Background: an optimization exercise with open tools, aiming at a short achievable clock period. Do not read the settings as production practice.
No run shown here included a check of the RTL's function; only the layout flow was run.
Power is estimated from default activity; no workload was simulated.

==> design/flow/design.v <==
module xv11_framer (
    input  wire         clk,
    input  wire         rst,           
    input  wire         variant,       
    input  wire         poll,
    input  wire         in_valid,
    input  wire [7:0]   in_byte,
    input  wire         in_fail,
    output reg          busy,
    output reg          done,
    output reg          failed,
    output reg          wr_valid,
    output reg  [6:0]   wr_group,
    output reg  [127:0] wr_data,
    output reg  [15:0]  speed_raw,
    output reg  [22:0]  speed_sum,
    output reg  [6:0]   good_packets
);
    localparam [10:0] P_REM0 = 11'd1977;   
    localparam [10:0] L_REM0 = 11'd1439;   
    reg         legacy;      
    reg         psearch;     
    reg         sc1;         
    reg  [3:0]  lc;          
    reg         lsp0, lsp1;  
    reg         pfill;       
    reg         lfill;       
    reg  [10:0] rem;         
    reg         lastarm;     
    reg         hdr_ok;      
    reg         w_hunt, w_hdr, w_stop;
    reg  [21:2] pk;          
    reg         idx89;       
    reg  [15:0] lslot;       
    reg  [7:0]  spd_lo, spd_hi;
    reg  [12:0] sum_lo;
    reg  [22:0] sum_cand;
    reg  [6:0]  good_inc;
    wire take = busy & ~in_fail & in_valid;
    wire fill = pfill | lfill;
    wire is_fa  = (in_byte == 8'hFA);
    wire is_a0  = (in_byte == 8'hA0);
    wire is_f9  = (in_byte == 8'hF9);
    wire is_idx = (in_byte >= 8'hA0) && (in_byte <= 8'hF9);
    wire m0 = lc[0] & (in_byte == 8'h5A);
    wire m1 = lc[1] & (in_byte == 8'hA5);
    wire m2 = lc[2] & (in_byte == 8'h00);
    wire m3 = lc[3] & (in_byte == 8'hC0);
    wire pkany  = |pk;
    wire ldidx  = w_hdr | sc1;
    wire accept = take & pk[21] & ~is_fa;
    always @(posedge clk) begin
        if (rst) begin
            busy   <= 1'b0;
            done   <= 1'b0;
            failed <= 1'b0;
        end else if (busy) begin
            busy   <= ~(in_fail | (in_valid & lastarm));
            done   <= ~in_fail & in_valid & lastarm;
            failed <= in_fail;
        end else begin
            busy   <= poll;
            done   <= done & ~poll;
            failed <= failed & ~poll;
        end
    end
    always @(posedge clk) begin
        if (!busy) begin
            legacy  <= variant;
            psearch <= ~variant;
            sc1     <= 1'b0;
            lc      <= {3'b000, variant};
            lsp0    <= 1'b0;
            lsp1    <= 1'b0;
            pfill   <= 1'b0;
            lfill   <= 1'b0;
        end else if (take) begin
            psearch <= psearch & ~(sc1 & is_a0);
            sc1     <= psearch & ~sc1 & is_fa;
            pfill   <= pfill | (psearch & sc1 & is_a0);
            lc[0]   <= (|lc) & ~(m0 | m1 | m2 | m3);
            lc[1]   <= m0;
            lc[2]   <= m1;
            lc[3]   <= m2;
            lsp0    <= m3;
            lsp1    <= lsp0;
            lfill   <= lfill | lsp1;
        end
    end
    always @(posedge clk) begin
        if (!fill) begin
            rem     <= legacy ? L_REM0 : P_REM0;
            lastarm <= 1'b0;
            hdr_ok  <= 1'b1;
        end else if (take) begin
            rem     <= rem - 11'd1;
            lastarm <= (rem == 11'd1);
            hdr_ok  <= (rem >= 11'd22);
        end
    end
    always @(posedge clk) begin
        if (!lfill)
            lslot <= {15'd0, legacy};
        else if (take)
            lslot <= {lslot[14:0], lslot[15]};
    end
    always @(posedge clk) begin
        if (!pfill) begin
            w_hunt <= 1'b0;
            w_hdr  <= 1'b0;
            w_stop <= 1'b0;
            pk     <= {19'd0, ~legacy};
        end else if (take) begin
            w_hdr  <= is_fa & hdr_ok & (w_hunt | w_hdr | pkany);
            w_hunt <= (w_hunt & ~(is_fa & hdr_ok))
                    | (w_hdr & ~is_idx & ~(is_fa & hdr_ok))
                    | (pkany & is_fa & ~hdr_ok)
                    | (pk[21] & ~is_fa & ~idx89);
            w_stop <= w_stop | (pk[21] & ~is_fa & idx89);
            pk     <= {pk[20:2] & {19{~is_fa}}, w_hdr & is_idx};
        end
    end
    always @(posedge clk) begin
        if (ldidx)
            idx89 <= is_f9;
    end
    integer k;
    always @(posedge clk) begin
        for (k = 0; k < 16; k = k + 1)
            if (pk[k + 4] | lslot[k])
                wr_data[8*k +: 8] <= in_byte;
        if (pk[2])  spd_lo <= in_byte;
        if (pk[3])  spd_hi <= in_byte;
        if (lsp0)   speed_raw[7:0]  <= in_byte;
        if (lsp1)   speed_raw[15:8] <= in_byte;
    end
    always @(posedge clk) begin
        wr_valid <= take & (lslot[15] | (pk[21] & ~is_fa));
        if (ldidx)
            wr_group <= in_byte[6:0] - 7'h20;        
        else if (legacy) begin
            if (!lfill)
                wr_group <= 7'd0;
            else if (wr_valid)
                wr_group <= wr_group + 7'd1;
        end
    end
    always @(posedge clk) begin
        sum_lo   <= {1'b0, speed_sum[11:0]} + {1'b0, spd_hi[3:0], spd_lo};
        sum_cand <= {speed_sum[22:12] + {7'd0, spd_hi[7:4]} + {10'd0, sum_lo[12]},
                     sum_lo[11:0]};
        good_inc <= good_packets + 7'd1;
        if (busy & ~pfill) begin
            speed_sum    <= 23'd0;
            good_packets <= 7'd0;
        end else if (accept) begin
            speed_sum    <= sum_cand;
            good_packets <= good_inc;
        end
    end
endmodule
==> design/flow/run.sh <==
#!/bin/bash
# synth_recipe.tcl (not shown) runs the flow's synth.tcl, then flattens the netlist and writes it again
# the make line also repeats each setting of config.mk as NAME=value (left out here)
make -C /OpenROAD-flow-scripts/flow DESIGN_CONFIG=/design/flow/config.mk WORK_HOME=/design/flow/orfs CLKGATE_MAP_FILE= SYNTH_SCRIPT=/design/flow/synth_recipe.tcl finish
==> design/flow/config.mk <==
export PLATFORM = sky130hd
export DESIGN_NAME = xv11_framer
export DESIGN_NICKNAME = xv11_framer
export VERILOG_FILES = /design/flow/design.v
export SDC_FILE = /design/flow/constraint.sdc
export NUM_CORES = 4
export LEC_CHECK = 0
export CAP_MARGIN = 20
export CORE_MARGIN = 2
export CORE_UTILIZATION = 40
export SLEW_MARGIN = 20
==> design/flow/constraint.sdc <==
create_clock -name core_clock -period 4.8 [get_ports {clk}]
set_input_delay 0.9600 -clock core_clock [delete_from_list [all_inputs] [get_ports {clk}]]
set_output_delay 0.9600 -clock core_clock [all_outputs]
set_load 0.01 [all_outputs]
==> reports/results.tsv, run 1 <==
stage	metric	value	unit
clock_tree	hold_buffers	0	
sta	tightest_slew	0.738	ns
pwr	p_leak	5.00	nW
floorplan	die_w	168	µm
pwr	switching_share	0.204	
global_routing	grt_max_degree	32	
yosys	syn-num-nets	825	
yosys	yosys.area.top_type	edfxtp_1	
finish	antennaDiodeCount	0	
placement	pre_cts_slack	1.53	ns
critical_path	cp.arrival	1.80	ns
sta	hold_viol	0	
drt	vias	6898	
run	timing.max_cap.violations	0	
critical_path	rrSetupSlack	2.33	ns
clock_tree	clock-sinks	307	
drt	drtAntennaViolNets	0	
sta	fin_crit	2.76	ns
sta	worst_slack	2.04	ns
finish	drive_gt1_frac	0.0775	
clock_tree	post_cts_resized	0	
pwr	power_frac_comb	0.024	
sta	relSlewSlack	0.508	
yosys	synth.top_cell.area_share	0.513	
yosys	synth_async_sr_flop_share	0	
yosys	avgSynthCellArea	13.7	µm²
critical_path	max_stage_delay	0.66	ns
worst_hold_path	hp-class	reg -> reg	
critical_path	cp.depth	1	
global_routing	grt_pass1_wl	38000	µm
yosys	yosys.cell_types.count	52	
critical_path	crit_family	flip-flops	
floorplan	row_count	60	
yosys	synth_warnings	1	
clock_tree	cts_setup_buffers	0	
floorplan	ios	199	
drt	dr.pass1.iters	5	
placement	dp.final_hpwl	15600	µm
yosys	synth_seq_area_share	0.742	
critical_path	cp_max_fo	15	
yosys	yosysMostFrequentCell	edfxtp_1	
placement	io_buffers	198	
yosys	synth-seq-cells	307	
critical_path	crit_slowest_cell	dfxtp_1	
critical_path	startpoint	busy	
global_routing	grt-ovfl-total	0	
yosys	synth_cells	788	
critical_path	reg2reg_from	busy	
critical_path	crit_chain	clkdlybuf4s50_1	
floorplan	die_h	168	µm
pwr	p_seq_frac	0.535	
finish	fillers	2292	
pwr	power_frac_clock	0.441	
drt	viasPerCell	5.02	
sta	rsz0062_at_grt	false	
critical_path	path_buf_inv	1	
finish	final_util	0.529	
floorplan	initial_utilization	0.403	
sta	drv_slew	0	
clock_tree	cts_buffer_depth	3	
drt	wire_per_inst	17.9	µm
critical_path	worstSetupPathType	reg -> out	
pwr	p_sw	0.00108	W
clock_tree	clk_pin_slew	0.06	ns
clock_tree	cts_made_buffers	34	
sta	setup_viol	0	
pwr	power_density	375	nW/µm²
yosys	synthTopCellsByCount	edfxtp_1 (184), nand2_1 (131), dfxtp_1 (123)	
placement	gp_congestion	0.795	
drt	wirelength	24500	µm
sta	tns	0	ns
sta	skew	0.0168	ns
finish	nets	1045	
critical_path	reg2reg_depth	6	
pwr	p_int	0.00423	W
sta	max_freq	363	MHz
floorplan	core	26700	µm²
critical_path	timing.rr.end	speed_sum[0]	
floorplan	die-area	28200	µm²
clock_tree	clk_latency	0.50	ns
yosys	synthFlopType	edfxtp_1	
yosys	synth_area_leaders	edfxtp_1 (51%), dfxtp_1 (23%), nand2_1 (4.6%), a21oi_1 (3.3%), ha_1 (2.3%)	
sta	finalCritPeriodShare	0.575	
yosys	syn_area	10800	µm²
clock_tree	htreeDepth	2	
critical_path	critPathCapture	busy	
global_routing	grt_pass1_vias	6579	
yosys	synth-edff-count	184	
clock_tree	cts_tree	done	
global_routing	grtUsageTotal	0.172	
global_routing	antenna_found_initial	0	
clock_tree	clock-root-buffer	clkbuf_16	
critical_path	cp.required	3.84	ns
drt	drt_iter0_drc	613	
pwr	peakVddDrop	0.237	mV
critical_path	start_kind	flip-flop	
drt	drc	0	
outcome	status	no timing/DRC/antenna violations	
finish	area_delta_synth_final	31.4	%
worst_hold_path	holdCritStartpoint	sum_lo[1]	
critical_path	worstSetupEndpointType	output port	
==> kinds of logic after synthesis <==
kind of cell,synth area share
flip-flops,0.742
XOR/XNOR,0.0293
multiplexers,0.00198
adder cells (fa/ha/maj),0.0288
AND/OR/NAND/NOR,0.106
AO/OA/AOI/OAI,0.0759
buffers and inverters,0.0163
==> worst min-delay path by stage <==
| stage | to | cells after the start |
|---|---|---|
| floorplan | sum_cand[0] | 0 |
| global placement | sum_cand[5] | 0 |
| detailed placement | sum_cand[6] | 0 |
| CTS | sum_cand[1] | 0 |
| global route | sum_cand[0] | 0 |
| finish | sum_cand[1] | 0 |
==> placed cells by master, fill, tap and decap left out, types with 4 or more instances in the layout <==
cell and n:
xor2_1 12, clkbuf_16 35, a21o_1 6, nor2_1 18, a22o_1 19, nor4_1 10, nand2_1 131, clkinv_1 5
or2_2 20, dfxtp_1 123, inv_1 12, nor2b_1 5, clkinv_2 4, clkdlybuf4s50_1 198, nor3_1 9, edfxtp_1 184
a21oi_1 70, o21ai_0 18, clkbuf_1 13, xnor2_1 24, buf_4 13, or3_1 4, nand4_1 4, nand3_1 25
ha_1 20, and3_1 7
==> power by group through the flow <==
stage	Sequential, W	Combinational, W	Clock (W)
finish	0.00284	0.000127	0.00234
global route	0.00284	0.000140	0.00250
CTS	0.00284	0.000129	0.00240
detailed placement	0.00290	0.000128	0
global placement	0.00290	0.000128	0
floorplan	0.00289	0.0000432	0
==> metrics by stage <==
step / cell area, µm² / hold WS, ns / cells / total power (W)
finish: 14100 / 0.318 / 1373 / 0.00531
global route: 14100 / 0.330 / 1373 / 0.00548
CTS: 14100 / 0.318 / 1373 / 0.00537
detailed placement: 13100 / 0.312 / 1313 / 0.00302
global placement: 13100 / 0.310 / 1313 / 0.00302
floorplan: 10800 / 0.310 / 788 / 0.00294
==> area by class of cell <==
class                   count  area (µm²)  area share
flip-flops and latches    307        7990       0.565
multi-input cells         441        2610       0.184
repair buffers            211        2080       0.147
clock buffers              49         938      0.0663
well taps                 341         427      0.0302
clock inverters            11        61.3     0.00433
inverters                  13        48.8     0.00345
==> state kept, by name, indices dropped and copies added (netlist names), 4 cells and up <==
name and cells:
sum_lo 13, pk 20, speed_raw 16, sum_cand 23, wr_data 128, spd_hi 8, rem 11, lc 4
spd_lo 8, good_inc 7, speed_sum 23, lslot 16, good_packets 7, wr_group 7
==> metal layers <==
layer  share of wire  wire [µm]  GRT usage  vias to the layer above
met3           0.074       1830     0.0465                       36
met5               0          0          0                        -
met1            0.46      11200      0.241                     3341
li1                -          -          -                     3286
met4           0.018        452     0.0506                        0
met2            0.45      11000      0.265                      235
==> worst register-to-register path, cell delays in order (launching register included) <==
cell and delay, ns:
dfxtp_1 0.66, nor2b_1 0.31, and2_1 0.59, and3_1 0.25, buf_4 0.34, nand2_1 0.11
a21oi_1 0.14
==> inputs of run 2 (changes only) <==
--- a/design/flow/config.mk
+++ b/design/flow/config.mk
@@ -6,6 +6,8 @@
 export NUM_CORES = 4
 export LEC_CHECK = 0
+export ABC_CLOCK_PERIOD_IN_PS = 1800
 export CAP_MARGIN = 20
 export CORE_MARGIN = 2
 export CORE_UTILIZATION = 40
+export SETUP_SLACK_MARGIN = 3.0
 export SLEW_MARGIN = 20
==> reports/results.tsv, run 2 <==
stage	metric	value	unit	change
drt	drc	0		unchanged
finish	mostFrequentLayoutCell	edfxtp_1		was clkdlybuf4s50_1
pwr	p_int	0.00445	W	was 0.00423 W
finish	area_delta_synth_final	42.8	%	was 31.4%
clock_tree	hold_buffers	0		unchanged
floorplan	ios	199		unchanged
floorplan	die_h	168	µm	unchanged
critical_path	crit_chain	buf_2		was clkdlybuf4s50_1
yosys	synth-seq-cells	307		unchanged
finish	largest_reg_flops	128		unchanged
critical_path	worstSetupPathType	reg -> out		unchanged
sta	finalCritPeriodShare	0.439		was 0.575
floorplan	row_count	60		unchanged
sta	hold_viol	0		unchanged
sta	setup_viol	0		unchanged
run	timing.max_cap.violations	0		unchanged
critical_path	worstSetupEndpointType	output port		unchanged
yosys	syn-num-nets	825		unchanged
yosys	synth_async_sr_flop_share	0		unchanged
clock_tree	cts_made_buffers	31		was 34
yosys	synth_seq_area_share	0.742		unchanged
yosys	synth_warnings	1		unchanged
sta	rsz0062_at_grt	true		was false
placement	gp_congestion	0.772		was 0.795
finish	final_util	0.575		was 0.529
drt	dr.pass1.iters	5		unchanged
global_routing	grtUsageTotal	0.197		was 0.172
worst_hold_path	hp-class	reg -> reg		unchanged
clock_tree	htreeDepth	1		was 2
sta	worst_slack	2.69	ns	was 2.04 ns
pwr	p_sw	0.00115	W	was 0.00108 W
pwr	p_leak	6.13	nW	was 5.00 nW
floorplan	initial_utilization	0.403		unchanged
critical_path	path_buf_inv	1		unchanged
yosys	synth_cells	788		unchanged
sta	tns	0	ns	unchanged
drt	drt_iter0_drc	584		was 613
clock_tree	clock-root-buffer	clkbuf_16		unchanged
sta	tightest_slew	0.553	ns	was 0.738 ns
sta	max_freq	474	MHz	was 363 MHz
pwr	switching_share	0.205		was 0.204
yosys	avgSynthCellArea	13.7	µm²	unchanged
yosys	yosysMostFrequentCell	edfxtp_1		unchanged
clock_tree	cts_buffer_depth	3		unchanged
floorplan	die-area	28200	µm²	unchanged
yosys	synth.top_cell.area_share	0.513		unchanged
floorplan	core	26700	µm²	unchanged
critical_path	cp_max_fo	2		was 15
finish	reg_top3	wr_data: 128 flops, speed_sum: 23 flops, sum_cand: 23 flops		unchanged
clock_tree	clock-sinks	307		unchanged
yosys	yosys.cell_types.count	52		unchanged
finish	drive_gt1_frac	0.458		was 0.0775
critical_path	crit_slowest_cell	edfxtp_1		was dfxtp_1
pwr	power_density	364	nW/µm²	was 375 nW/µm²
pwr	power_frac_clock	0.462		was 0.441
floorplan	die_w	168	µm	unchanged
yosys	syn_area	10800	µm²	unchanged
yosys	synth-edff-count	184		unchanged
yosys	yosys.area.top_type	edfxtp_1		unchanged
sta	drv_slew	0		unchanged
global_routing	antenna_found_initial	4		was 0
global_routing	grt_pass1_wl	43100	µm	was 38,000 µm
clock_tree	cts_tree	done		unchanged
sta	whs	0.327	ns	was 0.318 ns
yosys	synthTopCellsByCount	edfxtp_1 (184), nand2_1 (131), dfxtp_1 (123)		unchanged
finish	final_cell_mix	edfxtp_1 (184), buf_2 (154), dfxtp_1 (89)		was clkdlybuf4s50_1 (198), edfxtp_1 (184), nand2_1 (131)
drt	drtAntennaViolNets	0		unchanged
yosys	synth_area_leaders	edfxtp_1 (51%), dfxtp_1 (23%), nand2_1 (4.6%), a21oi_1 (3.3%), ha_1 (2.3%)		unchanged
drt	wirelength	28900	µm	was 24,500 µm
pwr	p_seq_frac	0.505		was 0.535
pwr	peakVddDrop	0.315	mV	was 0.237 mV
drt	wire_per_inst	19.9	µm	was 17.9 µm
drt	vias	7466		was 6,898
placement	dp.final_hpwl	16000	µm	was 15,600 µm
critical_path	crit_family	flip-flops		unchanged
critical_path	start_kind	flip-flop		unchanged
sta	relSlewSlack	0.631		was 0.508
placement	pre_cts_slack	1.62	ns	was 1.53 ns
global_routing	grt-ovfl-total	0		unchanged
drt	viasPerCell	5.15		was 5.02
global_routing	grt_max_degree	31		was 32
critical_path	cp.required	3.84	ns	about the same
finish	nets	1121		was 1,045
finish	antennaDiodeCount	0		unchanged
sta	skew	0.00706	ns	was 0.0168 ns
finish	largest-register	wr_data		unchanged
global_routing	grt_pass1_vias	7157		was 6,579
placement	io_buffers	198		unchanged
pwr	power_frac_comb	0.033		was 0.024
clock_tree	clk_latency	0.56	ns	was 0.50 ns
outcome	status	no timing/DRC/antenna violations		unchanged
critical_path	cp.arrival	1.15	ns	was 1.80 ns
sta	fin_crit	2.11	ns	was 2.76 ns
critical_path	max_stage_delay	0.42	ns	was 0.66 ns
yosys	synthFlopType	edfxtp_1		unchanged
clock_tree	clk_pin_slew	0.06	ns	about the same
run 2: layout make-up:
type | count | area, µm²
flip-flops and latches | 307 | 8070
clock buffers | 40 | 881
inverters | 13 | 51.3
clock inverters | 18 | 230
well taps | 341 | 427
multi-input cells | 444 | 3330
repair buffers | 287 | 2390
fillers | 2181 | 11300
run 2: timing repair:
action	4_1_cts	5_1_grt
gates resized for setup	976	109
setup buffers	55	11
endpoints found under the hold margin	0	0
setup endpoints to repair	298	262
pin swaps	49	52
cloned	13	1
run 2: power groups by stage:
stage	Combinational (W)	Clock, W	Sequential [W]
after floorplan	0.0000482	0	0.00289
after global placement	0.000131	0	0.00290
after detailed placement	0.000133	0	0.00290
after CTS	0.000174	0.00262	0.00283
after global routing	0.000198	0.00273	0.00283
final	0.000185	0.00259	0.00283
run 2: final timing paths:
kind | end | slack, ns | startpoint | cells after the start
setup reg to reg | sum_lo[10] | 2.75 | spd_lo[0] | 7
hold reg to reg | sum_cand[4] | 0.33 | sum_lo[4] | 0
setup / recovery | wr_group[0] | 2.69 | wr_group[0] | 1
hold / removal | sum_cand[4] | 0.33 | sum_lo[4] | 0
run 2: logic make-up after synthesis:
group / synth area share
flip-flops: 0.742
AND/OR/NAND/NOR: 0.106
AO/OA/AOI/OAI: 0.0759
buffers and inverters: 0.0163
XOR/XNOR: 0.0293
adder cells (fa/ha/maj): 0.0288
multiplexers: 0.00198
run 2: routing by layer:
metal	global-route usage	wire length, µm	up-vias
li1	-	-	3445
met1	0.276	12700	3720
met2	0.317	13900	261
met3	0.0371	1750	40
met4	0.0532	609	0
met5	0	0	-
run 2: per-stage QoR:
step	cells	power (W)	cell area [µm²]
CTS	1438	0.00562	14800
detailed placement	1312	0.00303	13200
floorplan	788	0.00294	10900
finish	1450	0.00560	15400
global placement	1312	0.00303	13200
global route	1450	0.00576	15400
==> inputs of run 3 (changes only) <==
--- a/design/flow/config.mk
+++ b/design/flow/config.mk
@@ -6,8 +6,9 @@
 export NUM_CORES = 4
 export LEC_CHECK = 0
-export ABC_CLOCK_PERIOD_IN_PS = 1800
+export ABC_CLOCK_PERIOD_IN_PS = 1500
 export CAP_MARGIN = 20
 export CORE_MARGIN = 2
-export CORE_UTILIZATION = 40
-export SETUP_SLACK_MARGIN = 3.0
+export CORE_UTILIZATION = 30
+export PLACE_DENSITY = 0.5
+export SETUP_SLACK_MARGIN = 3.2
 export SLEW_MARGIN = 20
==> reports/results.tsv, run 3 <==
stage	metric	value	unit	change
critical_path	worstSetupEndpointType	output port		unchanged
finish	mostFrequentLayoutCell	edfxtp_1		unchanged
clock_tree	clk_latency	0.52	ns	was 0.56 ns
floorplan	die_w	193	µm	was 168 µm
sta	relSlewSlack	0.212		was 0.631
finish	drive_gt1_frac	0.505		was 0.458
sta	skew	0.0219	ns	was 0.00706 ns
global_routing	grt_pass1_vias	7657		was 7,157
floorplan	core	35500	µm²	was 26,700 µm²
yosys	synthTopCellsByCount	edfxtp_1 (184), nand2_1 (131), dfxtp_1 (123)		unchanged
pwr	peakVddDrop	0.201	mV	was 0.315 mV
global_routing	antenna_found_initial	1		was 4
finish	area_delta_synth_final	49.3	%	was 42.8%
pwr	power_density	341	nW/µm²	was 364 nW/µm²
sta	hold_viol	0		unchanged
placement	placed_cell_area	13400	µm²	was 13,200 µm²
placement	io_buffers	198		unchanged
yosys	avgSynthCellArea	13.7	µm²	unchanged
drt	drt_iter0_drc	361		was 584
sta	drv_slew	0		unchanged
critical_path	startpoint	wr_group[0]		unchanged
yosys	synth_area_leaders	edfxtp_1 (51%), dfxtp_1 (23%), nand2_1 (4.6%), a21oi_1 (3.3%), ha_1 (2.3%)		unchanged
finish	stdcell_area	16100	µm²	was 15,400 µm²
floorplan	die-area	37400	µm²	was 28,200 µm²
floorplan	initial_utilization	0.303		was 0.403
drt	drc	0		unchanged
global_routing	grt-ovfl-total	0		unchanged
clock_tree	clock-sinks	307		unchanged
finish	final_util	0.453		was 0.575
yosys	yosys.cell_types.count	52		unchanged
finish	nets	1157		was 1,121
critical_path	crit_chain	buf_2		unchanged
critical_path	crit_family	flip-flops		unchanged
critical_path	worstSetupPathType	reg -> out		unchanged
clock_tree	clock-root-buffer	clkbuf_16		unchanged
drt	wirelength	33300	µm	was 28,900 µm
sta	setup_viol	0		unchanged
yosys	synth_seq_area_share	0.742		unchanged
worst_hold_path	holdCritStartpoint	sum_lo[8]		was sum_lo[4]
floorplan	row_count	69		was 60
drt	drtAntennaViolNets	0		unchanged
floorplan	ios	199		unchanged
sta	tightest_slew	1.18	ns	was 0.553 ns
sta	tns	0	ns	unchanged
clock_tree	cts_made_buffers	34		was 31
sta	max_freq	474	MHz	about the same
yosys	yosys.area.top_type	edfxtp_1		unchanged
finish	reg_top3	wr_data: 128 flops, speed_sum: 23 flops, sum_cand: 23 flops		unchanged
drt	viasPerCell	4.76		was 5.15
clock_tree	htreeDepth	2		was 1
critical_path	cp.required	3.84	ns	about the same
yosys	synth_warnings	1		unchanged
placement	gp_congestion	0.716		was 0.772
critical_path	path_buf_inv	1		unchanged
sta	worst_slack	2.69	ns	about the same
clock_tree	cts_tree	done		unchanged
global_routing	use_met3	0.0363		was 0.0371
global_routing	grt_pass1_wl	48900	µm	was 43,100 µm
yosys	yosysMostFrequentCell	edfxtp_1		unchanged
critical_path	crit_slowest_cell	edfxtp_1		unchanged
placement	pre_cts_slack	1.63	ns	was 1.62 ns
placement	dp.final_hpwl	17200	µm	was 16,000 µm
yosys	syn-num-nets	825		unchanged
run	timing.max_cap.violations	0		unchanged
yosys	synth_cells	788		unchanged
clock_tree	cts_buffer_depth	3		unchanged
finish	final_cell_mix	edfxtp_1 (184), buf_2 (151), dfxtp_1 (87)		was edfxtp_1 (184), buf_2 (154), dfxtp_1 (89)
finish	largest_reg_flops	128		unchanged
global_routing	busiest_layer	met2		unchanged
outcome	status	no timing/DRC/antenna violations		unchanged
drt	dr.pass1.iters	5		unchanged
critical_path	reg2reg_from	spd_lo[0]		unchanged
sta	fin_crit	2.11	ns	about the same
critical_path	max_stage_delay	0.46	ns	was 0.42 ns
sta	rsz0062_at_grt	true		unchanged
drt	vias	7657		was 7,466
worst_hold_path	hp-class	reg -> reg		unchanged
critical_path	cp.arrival	1.15	ns	about the same
yosys	synth_async_sr_flop_share	0		unchanged
yosys	synth-edff-count	184		unchanged
drt	wire_per_inst	20.7	µm	was 19.9 µm
critical_path	cp_max_fo	4		was 2
yosys	syn_area	10800	µm²	unchanged
global_routing	grtUsageMet1	0.238		was 0.276
sta	finalCritPeriodShare	0.440		was 0.439
floorplan	die_h	193	µm	was 168 µm
global_routing	gr-usage-met2	0.269		was 0.317
yosys	synthFlopType	edfxtp_1		unchanged
global_routing	grt_max_degree	31		unchanged
critical_path	start_kind	flip-flop		unchanged
clock_tree	hold_buffers	0		unchanged
yosys	synth.top_cell.area_share	0.513		unchanged
finish	largest-register	wr_data		unchanged
clock_tree	clk_pin_slew	0.06	ns	about the same
pwr	p_leak	6.38	nW	was 6.13 nW
yosys	synth-seq-cells	307		unchanged
global_routing	grtUsageTotal	0.172		was 0.197
## run 3: cell counts after synthesis
No cell type changed its count.
## run 3: worst register-to-register path, delay by kind of cell, from the launching register on
kind            cells  cell delay (ns)
xor+xnor            1             0.14
compound gates      4             0.79
fa+ha+maj           2             0.55
flops               1             0.42
## run 3: power by group
| group | leakage, nW | switching [W] | internal (W) |
|---|---|---|---|
| registers | 2.71 | 0.0000203 | 0.00281 |
| clock network | 0.508 | 0.00105 | 0.00137 |
| logic | 3.16 | 0.000127 | 0.000101 |
## run 3: cell families (layout without fill, tap and decap cells)
family | Yosys count | after routing | share of synthesized area
buf+inv | 40 | 389 | 0.0163
compound gates | 134 | 134 | 0.0759
fa+ha+maj | 23 | 23 | 0.0288
other cells | 0 | 1 | 0
xor+xnor | 36 | 36 | 0.0293
simple gates | 246 | 255 | 0.106
flops | 307 | 307 | 0.742
mux | 2 | 2 | 0.00198
## run 3: path summary, 6_finish.rpt
| kind | cells after the start | end | slack (ns) |
|---|---|---|---|
| worst max-delay path | 1 | wr_group[0] | 2.69 |
| worst min-delay path | 0 | sum_cand[8] | 0.31 |
| worst max register to register | 7 | sum_lo[10] | 2.80 |
| worst min register to register | 0 | sum_cand[8] | 0.31 |
## run 3: area by class of cell
cell class / count / area (µm²)
repair buffers: 314 / 2730
well taps: 461 / 577
clock inverters: 19 / 109
flip-flops and latches: 307 / 8080
diodes: 1 / 2.50
inverters: 13 / 53.8
multi-input cells: 450 / 3600
clock buffers: 43 / 926
fillers: 3242 / 19400
## run 3: repair_timing
item	4_1_cts	5_1_grt
cloned	19	3
gates resized for setup	1020	126
pin swaps	52	55
buffers inserted	71	22
setup endpoints to repair	354	304
## run 3: per-layer routing
metal / share of wire / vias to the layer above
met5: 0 / -
met4: 0.025 / 0
met3: 0.057 / 55
met2: 0.46 / 236
met1: 0.46 / 3820
li1: - / 3546
## run 3: through the flow
stage / std cells / hold WS [ns] / power, W
detailed placement: 1430 / 0.312 / 0.00304
CTS: 1582 / 0.306 / 0.00552
finish: 1608 / 0.312 / 0.00548
floorplan: 788 / 0.310 / 0.00295
global placement: 1430 / 0.310 / 0.00304
global route: 1607 / 0.312 / 0.00566
==> inputs of run 4 (changes only) <==
--- a/design/flow/design.v
+++ b/design/flow/design.v
@@ -32,8 +32,7 @@
     reg  [21:2] pk;          
     reg         idx89;       
-    reg  [15:0] lslot;       
     reg  [7:0]  spd_lo, spd_hi;
-    reg  [12:0] sum_lo;
-    reg  [22:0] sum_cand;
+    reg  [6:0]  sum0, sum1, sum2;    
+    reg  [4:0]  sum3;
     reg  [6:0]  good_inc;
     wire take = busy & ~in_fail & in_valid;
@@ -99,10 +98,11 @@
         end
     end
-    always @(posedge clk) begin
-        if (!lfill)
-            lslot <= {15'd0, legacy};
-        else if (take)
-            lslot <= {lslot[14:0], lslot[15]};
-    end
+    wire [15:0] lslot;
+    genvar gi;
+    generate
+        for (gi = 0; gi < 16; gi = gi + 1) begin : g_lslot
+            assign lslot[gi] = lfill & (rem[3:0] == 4'd15 - gi);
+        end
+    endgenerate
     always @(posedge clk) begin
         if (!pfill) begin
@@ -147,7 +147,8 @@
     end
     always @(posedge clk) begin
-        sum_lo   <= {1'b0, speed_sum[11:0]} + {1'b0, spd_hi[3:0], spd_lo};
-        sum_cand <= {speed_sum[22:12] + {7'd0, spd_hi[7:4]} + {10'd0, sum_lo[12]},
-                     sum_lo[11:0]};
+        sum0     <= {1'b0, speed_sum[5:0]}   + {1'b0, spd_lo[5:0]};
+        sum1     <= {1'b0, speed_sum[11:6]}  + {1'b0, spd_hi[3:0], spd_lo[7:6]} + {6'd0, sum0[6]};
+        sum2     <= {1'b0, speed_sum[17:12]} + {3'd0, spd_hi[7:4]} + {6'd0, sum1[6]};
+        sum3     <= speed_sum[22:18] + {4'd0, sum2[6]};
         good_inc <= good_packets + 7'd1;
         if (busy & ~pfill) begin
@@ -155,5 +156,5 @@
             good_packets <= 7'd0;
         end else if (accept) begin
-            speed_sum    <= sum_cand;
+            speed_sum    <= {sum3, sum2[5:0], sum1[5:0], sum0[5:0]};
             good_packets <= good_inc;
         end
--- a/design/flow/config.mk
+++ b/design/flow/config.mk
@@ -6,9 +6,10 @@
 export NUM_CORES = 4
 export LEC_CHECK = 0
-export ABC_CLOCK_PERIOD_IN_PS = 1500
+export ABC_CLOCK_PERIOD_IN_PS = 1600
 export CAP_MARGIN = 20
 export CORE_MARGIN = 2
-export CORE_UTILIZATION = 30
-export PLACE_DENSITY = 0.5
+export CORE_UTILIZATION = 40
+export CTS_CLUSTER_DIAMETER = 100
+export CTS_CLUSTER_SIZE = 30
 export SETUP_SLACK_MARGIN = 3.2
 export SLEW_MARGIN = 20
==> reports/results.tsv, run 4 <==
stage	metric	value	unit	change
drt	dr.pass1.iters	5		unchanged
pwr	peakVddDrop	0.249	mV	was 0.201 mV
sta	worst_slack	2.74	ns	was 2.69 ns
worst_hold_path	hp-class	reg -> reg		unchanged
sta	fin_crit	2.06	ns	was 2.11 ns
finish	stdcell_count	1375		was 1,608
yosys	yosysMostFrequentCell	edfxtp_1		unchanged
yosys	synth-edff-count	183		was 184
drt	wire_per_inst	20.7	µm	about the same
yosys	synth.top_cell.area_share	0.546		was 0.513
critical_path	worstSetupEndpointType	output port		unchanged
floorplan	die-area	26400	µm²	was 37,400 µm²
floorplan	core	25000	µm²	was 35,500 µm²
finish	final_util	0.584		was 0.453
floorplan	initial_utilization	0.403		was 0.303
clock_tree	cts_buffer_depth	3		unchanged
sta	drv_slew	0		unchanged
yosys	syn-num-nets	749		was 825
sta	finalCritPeriodShare	0.430		was 0.440
global_routing	grt_max_degree	32		was 31
critical_path	max_stage_delay	0.45	ns	was 0.46 ns
critical_path	crit_slowest_cell	edfxtp_1		unchanged
finish	largest-register	wr_data		unchanged
yosys	syn_area	10100	µm²	was 10,800 µm²
clock_tree	htreeDepth	1		was 2
global_routing	grtUsageTotal	0.206		was 0.172
pwr	p_leak	5.84	nW	was 6.38 nW
clock_tree	clk_pin_slew	0.11	ns	was 0.06 ns
finish	drive_gt1_frac	0.530		was 0.505
floorplan	die_w	163	µm	was 193 µm
critical_path	cp.required	3.84	ns	about the same
placement	pre_cts_slack	1.60	ns	was 1.63 ns
yosys	synth-seq-cells	281		was 307
sta	tightest_slew	0.686	ns	was 1.18 ns
floorplan	ios	199		unchanged
floorplan	row_count	58		was 69
clock_tree	clock-root-buffer	clkbuf_16		unchanged
finish	reg_top3	wr_data: 128 flops, speed_sum: 23 flops, pk: 20 flops		was wr_data: 128 flops, speed_sum: 23 flops, sum_cand: 23 flops
finish	final_cell_mix	edfxtp_1 (183), buf_2 (155), buf_4 (85)		was edfxtp_1 (184), buf_2 (151), dfxtp_1 (87)
yosys	avgSynthCellArea	14.2	µm²	was 13.7 µm²
clock_tree	clk_latency	0.49	ns	was 0.52 ns
critical_path	start_kind	flip-flop		unchanged
yosys	synthTopCellsByCount	edfxtp_1 (183), nand2_1 (105), dfxtp_1 (98)		was edfxtp_1 (184), nand2_1 (131), dfxtp_1 (123)
sta	relSlewSlack	0.542		was 0.212
yosys	synthFlopType	edfxtp_1		unchanged
yosys	yosys.cell_types.count	53		was 52
floorplan	die_h	163	µm	was 193 µm
critical_path	cp_max_fo	1		was 4
drt	drc	0		unchanged
drt	drt_iter0_drc	587		was 361
drt	drtAntennaViolNets	0		unchanged
global_routing	antenna_found_initial	2		was 1
global_routing	grt-ovfl-total	0		unchanged
critical_path	path_buf_inv	1		unchanged
sta	max_freq	484	MHz	was 474 MHz
clock_tree	clock-sinks	281		was 307
placement	placed_cell_area	12600	µm²	was 13,400 µm²
global_routing	grt_pass1_wl	41200	µm	was 48,900 µm
finish	mostFrequentLayoutCell	edfxtp_1		unchanged
drt	wirelength	28500	µm	was 33,300 µm
critical_path	cp.arrival	1.10	ns	was 1.15 ns
placement	dp.final_hpwl	15700	µm	was 17,200 µm
sta	rsz0062_at_grt	true		unchanged
sta	skew	0.0230	ns	was 0.0219 ns
sta	setup_viol	0		unchanged
finish	largest_reg_flops	128		unchanged
outcome	status	no timing/DRC/antenna violations		unchanged
drt	viasPerCell	5.02		was 4.76
yosys	synth_async_sr_flop_share	0		unchanged
critical_path	worstSetupPathType	reg -> out		unchanged
critical_path	crit_chain	buf_2		unchanged
clock_tree	cts_made_buffers	13		was 34
run	timing.max_cap.violations	0		unchanged
placement	place_inst	1222		was 1,430
yosys	synth_cells	707		was 788
yosys	synth_warnings	1		unchanged
drt	vias	6909		was 7,657
global_routing	grt_pass1_vias	6663		was 7,657
sta	hold_viol	0		unchanged
finish	stdcell_area	14600	µm²	was 16,100 µm²
sta	tns	0	ns	unchanged
finish	area_delta_synth_final	44.8	%	was 49.3%
placement	gp_congestion	0.780		was 0.716
clock_tree	cts_tree	done		unchanged
yosys	synth_seq_area_share	0.741		was 0.742
critical_path	crit_family	flip-flops		unchanged
pwr	power_density	278	nW/µm²	was 341 nW/µm²
finish	nets	1080		was 1,157
yosys	yosys.area.top_type	edfxtp_1		unchanged
yosys	synth_area_leaders	edfxtp_1 (55%), dfxtp_1 (19%), nand2_1 (3.9%), ha_1 (2.9%), a21oi_1 (2.4%)		was edfxtp_1 (51%), dfxtp_1 (23%), nand2_1 (4.6%), a21oi_1 (3.3%), ha_1 (2.3%)
placement	io_buffers	198		unchanged
==> run 4: timing repair <==
item                                    in CTS  in global routing
gates cloned                                16                  1
pin swaps                                   59                 76
endpoints found under the setup margin     499                412
setup buffers                               93                 21
resized for setup                         1004                127
hold buffers                                 0                  0
==> run 4: cell type report <==
| cell class | instances | area (µm²) |
|---|---|---|
| fillers | 1997 | 10400 |
| flip-flops and latches | 281 | 7540 |
| multi-input cells | 387 | 3450 |
| repair buffers | 329 | 2690 |
| well taps | 330 | 413 |
| clock buffers | 19 | 348 |
| inverters | 26 | 103 |
| clock inverters | 2 | 23.8 |
| diodes | 1 | 2.50 |
==> run 4: cells by family after synthesis <==
group                    share of synthesized area
flip-flops                                   0.741
AND/OR/NAND/NOR                             0.0915
AO/OA/AOI/OAI                               0.0801
buffers and inverters                       0.0219
XOR/XNOR                                    0.0270
adder cells (fa/ha/maj)                     0.0385
==> run 4: final timing paths <==
check,startpoint,endpoint,slack [ns],cells after the start
max,speed_raw[1],speed_raw[1],2.74,1
max reg2reg,rem[2],rem[7],3.02,6
min reg2reg,sum3[4],speed_sum[22],0.44,2
min,sum3[4],speed_sum[22],0.44,2
==> run 4: report_power, final <==
| part | leakage [nW] | total, W | internal, W | switching [W] |
|---|---|---|---|---|
| logic | 3.17 | 0.000201 | 0.0000865 | 0.000115 |
| clock network | 0.181 | 0.00126 | 0.000525 | 0.000736 |
| registers | 2.49 | 0.00259 | 0.00258 | 0.0000145 |
| total | 5.84 | 0.00406 | 0.00319 | 0.000865 |
==> run 4: layer usage <==
metal / vias to the layer above / global-route usage / part of all wire
met2: 214 / 0.352 / 0.51
met5: - / 0 / 0
met4: 0 / 0.0495 / 0.019
li1: 3237 / - / -
met3: 35 / 0.0290 / 0.051
met1: 3423 / 0.280 / 0.42
==> run 4: metrics by stage <==
stage | hold slack [ns] | power, W
after floorplan | 0.417 | 0.00270
after global placement | 0.419 | 0.00278
after detailed placement | 0.424 | 0.00278
after CTS | 0.425 | 0.00406
after global routing | 0.456 | 0.00418
final | 0.439 | 0.00406
==> inputs of run 5 (changes only) <==
--- a/design/flow/config.mk
+++ b/design/flow/config.mk
@@ -10,6 +10,7 @@
 export CORE_MARGIN = 2
 export CORE_UTILIZATION = 40
-export CTS_CLUSTER_DIAMETER = 100
-export CTS_CLUSTER_SIZE = 30
+export CTS_BUF_LIST = sky130_fd_sc_hd__clkbuf_16
+export CTS_CLUSTER_DIAMETER = 60
+export CTS_CLUSTER_SIZE = 20
 export SETUP_SLACK_MARGIN = 3.2
 export SLEW_MARGIN = 20
==> reports/results.tsv, run 5 <==
stage	metric	value	unit	change
drt	wirelength	29100	µm	was 28,500 µm
finish	area_delta_synth_final	49.3	%	was 44.8%
run	timing.max_cap.violations	0		unchanged
global_routing	antenna_found_initial	0		was 2
sta	tightest_slew	0.660	ns	was 0.686 ns
yosys	synth_seq_area_share	0.741		unchanged
finish	stdcell_count	1403		was 1,375
yosys	synth.top_cell.area_share	0.546		unchanged
critical_path	start_kind	flip-flop		unchanged
finish	final_cell_mix	edfxtp_1 (183), buf_2 (155), buf_4 (95)		was edfxtp_1 (183), buf_2 (155), buf_4 (85)
finish	mostFrequentLayoutCell	edfxtp_1		unchanged
pwr	p_leak	6.13	nW	was 5.84 nW
sta	finalCritPeriodShare	0.437		was 0.430
clock_tree	clk_latency	0.53	ns	was 0.49 ns
yosys	yosys.area.top_type	edfxtp_1		unchanged
yosys	yosysMostFrequentCell	edfxtp_1		unchanged
placement	io_buffers	198		unchanged
finish	drive_gt1_frac	0.549		was 0.530
sta	rsz0062_at_grt	true		unchanged
yosys	synth-seq-cells	281		unchanged
yosys	yosys.cell_types.count	53		unchanged
critical_path	crit_slowest_cell	edfxtp_1		unchanged
placement	dp.final_hpwl	15700	µm	unchanged
global_routing	grtUsageTotal	0.210		was 0.206
floorplan	die_h	163	µm	unchanged
critical_path	path_buf_inv	1		unchanged
sta	setup_viol	0		unchanged
drt	wire_per_inst	20.8	µm	was 20.7 µm
sta	hold_viol	0		unchanged
yosys	synthFlopType	edfxtp_1		unchanged
yosys	synth_async_sr_flop_share	0		unchanged
floorplan	row_count	58		unchanged
sta	skew	0.0133	ns	was 0.0230 ns
clock_tree	clock-root-buffer	clkbuf_16		unchanged
floorplan	die_w	163	µm	unchanged
sta	fin_crit	2.10	ns	was 2.06 ns
finish	nets	1099		was 1,080
yosys	avgSynthCellArea	14.2	µm²	unchanged
floorplan	initial_utilization	0.403		unchanged
clock_tree	hold_buffers	0		unchanged
drt	dr.pass1.iters	5		unchanged
sta	tns	0	ns	unchanged
critical_path	max_stage_delay	0.44	ns	was 0.45 ns
floorplan	core	25000	µm²	unchanged
critical_path	cp.arrival	1.14	ns	was 1.10 ns
drt	vias	7022		was 6,909
drt	drtAntennaViolNets	0		unchanged
pwr	power_density	317	nW/µm²	was 278 nW/µm²
yosys	synth_warnings	1		unchanged
yosys	synth-edff-count	183		unchanged
yosys	syn_area	10100	µm²	unchanged
outcome	status	no timing/DRC/antenna violations		unchanged
sta	drv_slew	0		unchanged
yosys	synthTopCellsByCount	edfxtp_1 (183), nand2_1 (105), dfxtp_1 (98)		unchanged
finish	largest-register	wr_data		unchanged
worst_hold_path	hp-class	reg -> reg		unchanged
finish	antennaDiodeCount	0		was 1
placement	place_inst	1222		unchanged
clock_tree	clk_pin_slew	0.08	ns	was 0.11 ns
yosys	syn-num-nets	749		unchanged
sta	max_freq	477	MHz	was 484 MHz
critical_path	worstSetupPathType	reg -> out		unchanged
drt	viasPerCell	5.00		was 5.02
floorplan	die-area	26400	µm²	unchanged
clock_tree	htreeDepth	1		unchanged
critical_path	crit_chain	buf_2		unchanged
pwr	peakVddDrop	0.290	mV	was 0.249 mV
finish	reg_top3	wr_data: 128 flops, speed_sum: 23 flops, pk: 20 flops		unchanged
critical_path	worstSetupEndpointType	output port		unchanged
global_routing	grt_pass1_vias	6781		was 6,663
finish	largest_reg_flops	128		unchanged
yosys	synth_area_leaders	edfxtp_1 (55%), dfxtp_1 (19%), nand2_1 (3.9%), ha_1 (2.9%), a21oi_1 (2.4%)		unchanged
clock_tree	cts_made_buffers	22		was 13
global_routing	grt_pass1_wl	41700	µm	was 41,200 µm
yosys	synth_cells	707		unchanged
sta	relSlewSlack	0.560		was 0.542
clock_tree	clock-sinks	281		unchanged
critical_path	cp.required	3.84	ns	about the same
critical_path	crit_family	flip-flops		unchanged
drt	drc	0		unchanged
global_routing	grt-ovfl-total	0		unchanged
clock_tree	cts_tree	done		unchanged
global_routing	grt_max_degree	31		was 32
placement	gp_congestion	0.780		unchanged
floorplan	ios	199		unchanged
critical_path	cp_max_fo	1		unchanged
clock_tree	cts_buffer_depth	3		unchanged
drt	drt_iter0_drc	539		was 587
run 5: cell counts after synthesis:
Identical to the previous run, type by type.
run 5: path summary, 6_finish.rpt:
path	slack [ns]	startpoint	endpoint	cells past startpoint
max	2.70	speed_raw[1]	speed_raw[1]	1
min	0.42	sum0[1]	speed_sum[1]	2
max reg2reg	3.06	rem[2]	rem[7]	6
min reg2reg	0.42	sum0[1]	speed_sum[1]	2
run 5: kinds of logic after synthesis:
family	count (synthesis)	share of synthesized area
fa+ha+maj	28	0.0385
buf+inv	49	0.0219
compound gates	124	0.0801
simple gates	194	0.0915
flops	281	0.741
xor+xnor	31	0.0270
run 5: layout make-up:
class	count	area, µm²
tap	330	413
sequential	281	7530
inverter	26	103
fill	1942	9940
clock inverter	16	178
clock buffer	24	601
timing repair buffer	341	2820
multi-input combinational	385	3380
run 5: metal layers:
metal	routed length [µm]	share of wire	vias up	track usage
met1	12400	0.42	3489	0.281
met2	14700	0.50	202	0.352
li1	-	-	3293	-
met3	1520	0.052	38	0.0390
met5	0	0	-	0
met4	579	0.020	0	0.0611
run 5: power breakdown:
part	internal, W	switching [W]	leakage (nW)
Combinational	0.0000931	0.000116	3.24
Clock	0.00105	0.000916	0.394
Sequential	0.00258	0.0000139	2.49
run 5: repair_timing:
item,4_1_cts,5_1_grt
pin swaps,65,92
gates resized for setup,1009,123
setup endpoints to repair,458,395
buffers inserted,93,33
cloned,13,2
run 5: per-stage QoR:
| stage | instance area [µm²] | hold WS, ns | power (W) | utilization | setup slack (ns) |
|---|---|---|---|---|---|
| after floorplan | 10300 | 0.417 | 0.00270 | - | 2.76 |
| after global placement | 12600 | 0.419 | 0.00278 | 0.503 | 1.64 |
| after detailed placement | 12600 | 0.424 | 0.00278 | 0.503 | 1.60 |
| after CTS | 14300 | 0.425 | 0.00478 | 0.572 | 2.69 |
| after global routing | 15000 | 0.435 | 0.00490 | 0.602 | 2.69 |
| final | 15000 | 0.418 | 0.00477 | 0.602 | 2.70 |
==> inputs of run 6 (changes only) <==
--- a/design/flow/design.v
+++ b/design/flow/design.v
@@ -33,4 +33,7 @@
     reg         idx89;       
     reg  [7:0]  spd_lo, spd_hi;
+    reg  [127:0] stage;
+    reg  [15:0]  sraw_st;
+    reg  [6:0]   grp_st;
     reg  [6:0]  sum0, sum1, sum2;    
     reg  [4:0]  sum3;
@@ -127,22 +130,29 @@
     integer k;
     always @(posedge clk) begin
-        for (k = 0; k < 16; k = k + 1)
+        for (k = 0; k < 15; k = k + 1)
             if (pk[k + 4] | lslot[k])
-                wr_data[8*k +: 8] <= in_byte;
+                stage[8*k +: 8] <= in_byte;
+        if (pk[19]) stage[127:120] <= in_byte;
         if (pk[2])  spd_lo <= in_byte;
         if (pk[3])  spd_hi <= in_byte;
-        if (lsp0)   speed_raw[7:0]  <= in_byte;
-        if (lsp1)   speed_raw[15:8] <= in_byte;
+        if (lsp0)   sraw_st[7:0]  <= in_byte;
+        if (lsp1)   sraw_st[15:8] <= in_byte;
     end
     always @(posedge clk) begin
         wr_valid <= take & (lslot[15] | (pk[21] & ~is_fa));
         if (ldidx)
-            wr_group <= in_byte[6:0] - 7'h20;        
+            grp_st <= in_byte[6:0] - 7'h20;          
         else if (legacy) begin
             if (!lfill)
-                wr_group <= 7'd0;
+                grp_st <= 7'd0;
             else if (wr_valid)
-                wr_group <= wr_group + 7'd1;
+                grp_st <= grp_st + 7'd1;
         end
+    end
+    always @(posedge clk) begin
+        wr_data[119:0]   <= stage[119:0];
+        wr_data[127:120] <= legacy ? in_byte : stage[127:120];
+        wr_group         <= grp_st;
+        speed_raw        <= sraw_st;
     end
     always @(posedge clk) begin
--- a/design/flow/config.mk
+++ b/design/flow/config.mk
@@ -10,7 +10,4 @@
 export CORE_MARGIN = 2
 export CORE_UTILIZATION = 40
-export CTS_BUF_LIST = sky130_fd_sc_hd__clkbuf_16
-export CTS_CLUSTER_DIAMETER = 60
-export CTS_CLUSTER_SIZE = 20
 export SETUP_SLACK_MARGIN = 3.2
 export SLEW_MARGIN = 20
==> reports/results.tsv, run 6 <==
stage	metric	value	unit	change
drt	wire_per_inst	19.8	µm	was 20.8 µm
finish	stdcell_area	19500	µm²	was 15,000 µm²
yosys	synth_area_leaders	edfxtp_1 (42%), dfxtp_1 (38%), nand2_1 (3.0%), ha_1 (2.2%), a21oi_1 (1.8%)		was edfxtp_1 (55%), dfxtp_1 (19%), nand2_1 (3.9%), ha_1 (2.9%), a21oi_1 (2.4%)
drt	drtAntennaViolNets	0		unchanged
floorplan	row_count	66		was 58
worst_hold_path	hold-path-cell-count	0		was 2
sta	tightest_slew	0.653	ns	was 0.660 ns
floorplan	ios	199		unchanged
clock_tree	clk_latency	0.54	ns	was 0.53 ns
finish	reg_top3	stage: 128 flops, wr_data: 128 flops, speed_sum: 23 flops		was wr_data: 128 flops, speed_sum: 23 flops, pk: 20 flops
pwr	power_frac_clock	0.449		was 0.412
pwr	power_frac_comb	0.031		was 0.044
clock_tree	cts_made_buffers	43		was 22
worst_hold_path	hold_path_end	wr_data[73]		was speed_sum[1]
yosys	syn-num-nets	908		was 749
global_routing	grt_pass1_vias	7895		was 6,781
floorplan	initial_utilization	0.406		was 0.403
finish	final_cell_mix	edfxtp_1 (183), buf_6 (153), dfxtp_2 (123)		was edfxtp_1 (183), buf_2 (155), buf_4 (95)
yosys	synthTopCellsByCount	dfxtp_1 (249), edfxtp_1 (183), nand2_1 (104)		was edfxtp_1 (183), nand2_1 (105), dfxtp_1 (98)
outcome	status	no timing/DRC/antenna violations		unchanged
sta	finalCritPeriodShare	0.412		was 0.437
sta	tns	0	ns	unchanged
critical_path	start_kind	flip-flop		unchanged
critical_path	crit_family	flip-flops		unchanged
yosys	synth-seq-cells	432		was 281
critical_path	reg2reg_depth	10		was 6
yosys	synth_warnings	1		unchanged
pwr	p_seq_frac	0.520		was 0.544
critical_path	max_stage_delay	0.36	ns	was 0.44 ns
finish	nets	1254		was 1,099
critical_path	path_buf_inv	1		unchanged
yosys	yosys.area.top_type	edfxtp_1		unchanged
critical_path	timing.rr.end	sum1[6]		was rem[7]
drt	drt_iter0_drc	561		was 539
clock_tree	hold_buffers	0		unchanged
drt	viasPerCell	4.78		was 5.00
yosys	synth-edff-count	183		unchanged
sta	whs	0.332	ns	was 0.418 ns
floorplan	die_w	186	µm	was 163 µm
global_routing	grtUsageTotal	0.185		was 0.210
sta	drv_slew	0		unchanged
yosys	syn_area	13200	µm²	was 10,100 µm²
sta	max_freq	506	MHz	was 477 MHz
critical_path	rrSetupSlack	3.02	ns	was 3.06 ns
finish	stdcell_count	1690		was 1,403
yosys	synth_seq_area_share	0.795		was 0.741
global_routing	grt-ovfl-total	0		unchanged
worst_hold_path	holdCritStartpoint	stage[73]		was sum0[1]
critical_path	reg2reg_from	speed_sum[6]		was rem[2]
critical_path	crit_slowest_cell	dfxtp_4		was edfxtp_1
global_routing	grt_pass1_wl	47400	µm	was 41,700 µm
drt	vias	8085		was 7,022
clock_tree	cts_buffer_depth	3		unchanged
yosys	avgSynthCellArea	15.2	µm²	was 14.2 µm²
critical_path	worstSetupPathType	reg -> out		unchanged
floorplan	die_h	186	µm	was 163 µm
pwr	p_leak	7.88	nW	was 6.13 nW
clock_tree	clock-root-buffer	clkbuf_16		unchanged
run	timing.max_cap.violations	0		unchanged
critical_path	cp.arrival	1.02	ns	was 1.14 ns
placement	placed_cell_area	15800	µm²	was 12,600 µm²
finish	area_delta_synth_final	48.0	%	was 49.3%
yosys	synthFlopType	dfxtp_1		was edfxtp_1
yosys	synth_async_sr_flop_share	0		unchanged
critical_path	crit_chain	buf_6		was buf_2
pwr	p_int	0.00592	W	was 0.00372 W
placement	dp.final_hpwl	17800	µm	was 15,700 µm
global_routing	grt_max_degree	31		unchanged
clock_tree	cts_tree	done		unchanged
drt	drc	0		unchanged
sta	hold_viol	0		unchanged
clock_tree	clk_pin_slew	0.07	ns	was 0.08 ns
sta	relSlewSlack	0.564		was 0.560
drt	dr.pass1.iters	5		unchanged
floorplan	die-area	34400	µm²	was 26,400 µm²
drt	wirelength	33400	µm	was 29,100 µm
clock_tree	htreeDepth	2		was 1
pwr	power_density	381	nW/µm²	was 317 nW/µm²
placement	place_inst	1492		was 1,222
sta	rsz0062_at_grt	true		unchanged
clock_tree	clock-sinks	432		was 281
worst_hold_path	hp-class	reg -> reg		unchanged
global_routing	antenna_found_initial	1		was 0
placement	gp_congestion	0.787		was 0.780
pwr	peakVddDrop	0.213	mV	was 0.290 mV
critical_path	cp.required	3.84	ns	about the same
placement	io_buffers	198		unchanged
finish	fillers	2467		was 1,942
yosys	yosysMostFrequentCell	dfxtp_1		was edfxtp_1
sta	fin_crit	1.98	ns	was 2.10 ns
critical_path	cp_max_fo	2		was 1
pwr	switching_share	0.203		was 0.219
pwr	p_sw	0.00151	W	was 0.00105 W
sta	skew	0.0181	ns	was 0.0133 ns
yosys	yosys.cell_types.count	57		was 53
floorplan	core	32500	µm²	was 25,000 µm²
yosys	synth.top_cell.area_share	0.417		was 0.546
finish	mostFrequentLayoutCell	edfxtp_1		unchanged
finish	drive_gt1_frac	0.562		was 0.549
sta	setup_viol	0		unchanged
yosys	synth_cells	866		was 707
critical_path	worstSetupEndpointType	output port		unchanged
## run 6: cell types whose count changed after synthesis, moves of 2 or more
cell     delta
dfxtp_1   +151
nor4_1      -2
o31ai_1     -2
o21ai_0     +2
mux2_2      +8
## run 6: area by class of cell
type,instances,area (µm²),share of cell area
clock inverter,17,151,0.00776
antenna,1,2.50,0.000128
tap,442,553,0.0284
multi-input combinational,392,3520,0.180
clock buffer,63,1280,0.0659
timing repair buffer,317,3220,0.165
sequential,432,10700,0.547
inverter,26,105,0.00539
## run 6: repair_timing
item / CTS / global route
setup buffers: 81 / 20
endpoints found under the hold margin: 0 / 0
cloned: 14 / 2
pin swaps: 97 / 60
endpoints found under the setup margin: 449 / 383
gates resized for setup: 1209 / 146
## run 6: worst max-delay path by stage
stage,startpoint,end,slack (ns),cells after the start
2_1_floorplan,in_byte[0],pk[20],2.76,6
3_3_place_gp,in_byte[5],speed_sum[9],1.50,6
3_5_place_dp,in_byte[5],speed_sum[6],1.47,6
4_1_cts,wr_valid,wr_valid,2.81,1
5_1_grt,wr_valid,wr_valid,2.80,1
6_report,wr_valid,wr_valid,2.82,1
## run 6: power groups by stage
stage / clock [W] / combinational, W / sequential [W]
final: 0.00334 / 0.000232 / 0.00387
after CTS: 0.00340 / 0.000202 / 0.00387
after detailed placement: 0 / 0.000138 / 0.00396
after floorplan: 0 / 0.0000549 / 0.00395
after global placement: 0 / 0.000137 / 0.00396
after global routing: 0.00355 / 0.000245 / 0.00387
## run 6: through the flow
step                worst slack (ns)  total power (W)  utilization
finish                          2.82          0.00744        0.601
global route                    2.80          0.00766        0.601
CTS                             2.81          0.00746        0.577
detailed placement              1.47          0.00409        0.487
global placement                1.50          0.00409        0.487
floorplan                       2.76          0.00400            -
## run 6: logic make-up (layout without fill, tap and decap cells)
logic type / Yosys count / in the layout / share of synthesized area
simple gates: 195 / 203 / 0.0713
buf+inv: 50 / 423 / 0.0171
compound gates: 122 / 122 / 0.0596
xor+xnor: 31 / 31 / 0.0206
flops: 432 / 432 / 0.795
mux: 8 / 8 / 0.00684
fa+ha+maj: 28 / 28 / 0.0294
other cells: 0 / 1 / 0
## run 6: routing by layer
metal	up-vias	global-route usage	wire length, µm
li1	3796	-	-
met1	3988	0.245	14000
met2	251	0.304	16500
met3	50	0.0380	2060
met4	0	0.0657	776
met5	-	0	0
==> inputs of run 7 (changes only) <==
--- a/design/flow/config.mk
+++ b/design/flow/config.mk
@@ -6,8 +6,11 @@
 export NUM_CORES = 4
 export LEC_CHECK = 0
-export ABC_CLOCK_PERIOD_IN_PS = 1600
+export ABC_CLOCK_PERIOD_IN_PS = 1400
 export CAP_MARGIN = 20
 export CORE_MARGIN = 2
-export CORE_UTILIZATION = 40
-export SETUP_SLACK_MARGIN = 3.2
+export CORE_UTILIZATION = 50
+export CTS_CLUSTER_DIAMETER = 80
+export CTS_CLUSTER_SIZE = 25
+export PLACE_DENSITY = 0.6
+export SETUP_SLACK_MARGIN = 3.3
 export SLEW_MARGIN = 20
==> reports/results.tsv, run 7 <==
stage	metric	value	unit	change
yosys	avgSynthCellArea	15.2	µm²	unchanged
yosys	synth.top_cell.area_share	0.417		unchanged
finish	reg_top3	stage: 128 flops, wr_data: 128 flops, speed_sum: 23 flops		unchanged
sta	setup_viol	0		unchanged
sta	finalCritPeriodShare	0.413		was 0.412
critical_path	worstSetupEndpointType	output port		unchanged
clock_tree	clock-root-buffer	clkbuf_16		unchanged
floorplan	die-area	27700	µm²	was 34,400 µm²
yosys	yosys.cell_types.count	57		unchanged
global_routing	grt-ovfl-total	0		unchanged
global_routing	antenna_found_initial	0		was 1
floorplan	core	26000	µm²	was 32,500 µm²
finish	drive_gt1_frac	0.554		was 0.562
global_routing	grt_max_degree	31		unchanged
pwr	power_density	319	nW/µm²	was 381 nW/µm²
finish	area_delta_synth_final	43.6	%	was 48.0%
yosys	synth-seq-cells	432		unchanged
pwr	peakVddDrop	0.303	mV	was 0.213 mV
sta	max_freq	504	MHz	was 506 MHz
global_routing	grt_pass1_wl	47100	µm	was 47,400 µm
yosys	synth_warnings	1		unchanged
critical_path	cp.arrival	1.02	ns	about the same
placement	pre_cts_slack	1.72	ns	was 1.47 ns
critical_path	cp_max_fo	2		unchanged
yosys	synth-edff-count	183		unchanged
critical_path	max_stage_delay	0.37	ns	was 0.36 ns
clock_tree	clock-sinks	432		unchanged
yosys	synth_area_leaders	edfxtp_1 (42%), dfxtp_1 (38%), nand2_1 (3.0%), ha_1 (2.2%), a21oi_1 (1.8%)		unchanged
clock_tree	cts_made_buffers	21		was 43
sta	drv_slew	0		unchanged
drt	drtAntennaViolNets	0		unchanged
sta	skew	0.0257	ns	was 0.0181 ns
sta	whs	0.341	ns	was 0.332 ns
critical_path	start_kind	flip-flop		unchanged
yosys	synth_seq_area_share	0.795		unchanged
drt	wire_per_inst	20.8	µm	was 19.8 µm
floorplan	die_w	166	µm	was 186 µm
drt	drc	0		unchanged
placement	placed_cell_area	15700	µm²	was 15,800 µm²
drt	drt_iter0_drc	526		was 561
floorplan	die_h	166	µm	was 186 µm
placement	io_buffers	198		unchanged
worst_hold_path	hp-class	reg -> reg		unchanged
yosys	syn_area	13200	µm²	unchanged
sta	relSlewSlack	0.641		was 0.564
drt	wirelength	32200	µm	was 33,400 µm
critical_path	crit_chain	buf_6		unchanged
run	timing.max_cap.violations	0		unchanged
clock_tree	htreeDepth	1		was 2
critical_path	cp.required	3.84	ns	about the same
drt	viasPerCell	5.17		was 4.78
yosys	synth_async_sr_flop_share	0		unchanged
yosys	synth_cells	866		unchanged
sta	tns	0	ns	unchanged
yosys	synthFlopType	dfxtp_1		unchanged
finish	stdcell_area	18900	µm²	was 19,500 µm²
clock_tree	hold_buffers	0		unchanged
clock_tree	cts_buffer_depth	3		unchanged
drt	vias	8019		was 8,085
sta	hold_viol	0		unchanged
critical_path	crit_slowest_cell	dfxtp_2		was dfxtp_4
finish	final_cell_mix	edfxtp_1 (183), buf_6 (166), dfxtp_2 (130)		was edfxtp_1 (183), buf_6 (153), dfxtp_2 (123)
sta	rsz0062_at_grt	true		unchanged
yosys	yosys.area.top_type	edfxtp_1		unchanged
sta	tightest_slew	0.538	ns	was 0.653 ns
finish	mostFrequentLayoutCell	edfxtp_1		unchanged
critical_path	crit_family	flip-flops		unchanged
global_routing	grtUsageTotal	0.219		was 0.185
sta	fin_crit	1.98	ns	about the same
yosys	synthTopCellsByCount	dfxtp_1 (249), edfxtp_1 (183), nand2_1 (104)		unchanged
yosys	syn-num-nets	908		unchanged
critical_path	path_buf_inv	1		unchanged
clock_tree	cts_tree	done		unchanged
critical_path	worstSetupPathType	reg -> out		unchanged
clock_tree	clk_latency	0.54	ns	about the same
pwr	p_leak	7.60	nW	was 7.88 nW
yosys	yosysMostFrequentCell	dfxtp_1		unchanged
finish	nets	1244		was 1,254
sta	worst_slack	2.82	ns	about the same
finish	stdcell_count	1552		was 1,690
floorplan	initial_utilization	0.507		was 0.406
global_routing	grt_pass1_vias	7837		was 7,895
placement	dp.final_hpwl	17200	µm	was 17,800 µm
drt	dr.pass1.iters	5		unchanged
placement	gp_congestion	0.795		was 0.787
placement	place_inst	1385		was 1,492
outcome	status	no timing/DRC/antenna violations		unchanged
floorplan	ios	199		unchanged
clock_tree	clk_pin_slew	0.10	ns	was 0.07 ns
floorplan	row_count	59		was 66
finish	antennaDiodeCount	0		was 1
[run 7: cell counts after synthesis]
No cell type changed its count.
[run 7: cell type report]
class	count	area (µm²)
multi-input cells	393	3620
well taps	335	419
repair buffers	328	3490
clock buffers	36	582
clock inverters	2	28.8
inverters	26	100
fillers	1672	7060
flip-flops and latches	432	10700
[run 7: path summary, 6_finish.rpt]
| path | from | endpoint | slack, ns | depth (start not counted) |
|---|---|---|---|---|
| setup reg to reg | speed_sum[6] | sum1[6] | 3.05 | 10 |
| hold reg to reg | sraw_st[15] | speed_raw[15] | 0.34 | 0 |
| hold / removal | sraw_st[15] | speed_raw[15] | 0.34 | 0 |
| setup / recovery | wr_valid | wr_valid | 2.82 | 1 |
[run 7: power breakdown]
part           total [W]  switching [W]  internal [W]
Combinational   0.000235       0.000130      0.000105
Clock            0.00195        0.00110      0.000849
Sequential       0.00386      0.0000187       0.00384
Total            0.00604        0.00124       0.00479
[run 7: per-stage QoR]
step	power, W	utilization
3_3_place_gp	0.00409	0.605
5_1_grt	0.00623	0.728
3_5_place_dp	0.00410	0.605
2_1_floorplan	0.00400	-
4_1_cts	0.00605	0.689
6_report	0.00604	0.728
[run 7: routing by layer]
metal	share of wire	global-route usage	wire length, µm
met1	0.43	0.301	14000
met2	0.49	0.370	15900
met3	0.049	0.0355	1570
met4	0.023	0.0528	729
met5	0	0	0
[run 7: cells by family after synthesis]
logic type | count (synthesis) | synth area share
flip-flops | 432 | 0.795
buffers and inverters | 50 | 0.0171
adder cells (fa/ha/maj) | 28 | 0.0294
AO/OA/AOI/OAI | 122 | 0.0596
multiplexers | 8 | 0.00684
XOR/XNOR | 31 | 0.0206
AND/OR/NAND/NOR | 195 | 0.0713
[run 7: timing repair]
action / CTS / global route
buffers inserted: 85 / 24
pin swaps: 71 / 68
endpoints found under the setup margin: 561 / 408
cloned: 16 / 4
hold endpoints to repair: 0 / 0
resized for setup: 1175 / 185

re-timing with driven ports:
In the flow no input, the clock included, has a driving cell. The finished layouts below were timed again as built, in two steps. Step 1 sets driving cells, clkbuf_16 on the clock port and buf_2 on the other inputs (assumed; they add their load-dependent delay and slew). Step 2 moves the port delays by t, midway between the first and last clock arrival at a register: inputs arrive t later, outputs are due t later. That takes back most of the time a late clock gives input paths. Slacks: ideal ports / drivers / drivers and shift; pairs: ideal ports / drivers.
run	t, ns	setup slack, ns	slew at the worst register clock pin (ns)	worst data-port slew with drivers (ns)	cell pins on the clock port's net
run 1	0.536	2.041 / 1.997 / 1.571	0.06 / 0.06	0.06	1
run 2	0.611	2.691 / 2.641 / 2.168	0.06 / 0.06	0.08	1
run 3	0.565	2.688 / 2.635 / 2.193	0.06 / 0.06	0.07	1
run 4	0.534	2.735 / 2.684 / 2.370	0.12 / 0.12	0.06	1
run 5	0.569	2.704 / 2.655 / 2.406	0.08 / 0.08	0.07	1
run 6	0.581	2.825 / 2.775 / 2.452	0.07 / 0.07	0.09	1
run 7	0.576	2.817 / 2.769 / 2.409	0.10 / 0.10	0.07	1
After both steps setup and hold are still met in every run listed. For run 2, which loses most, drivers alone change the setup slack by -0.050 ns; drivers and shift together by -0.523 ns.
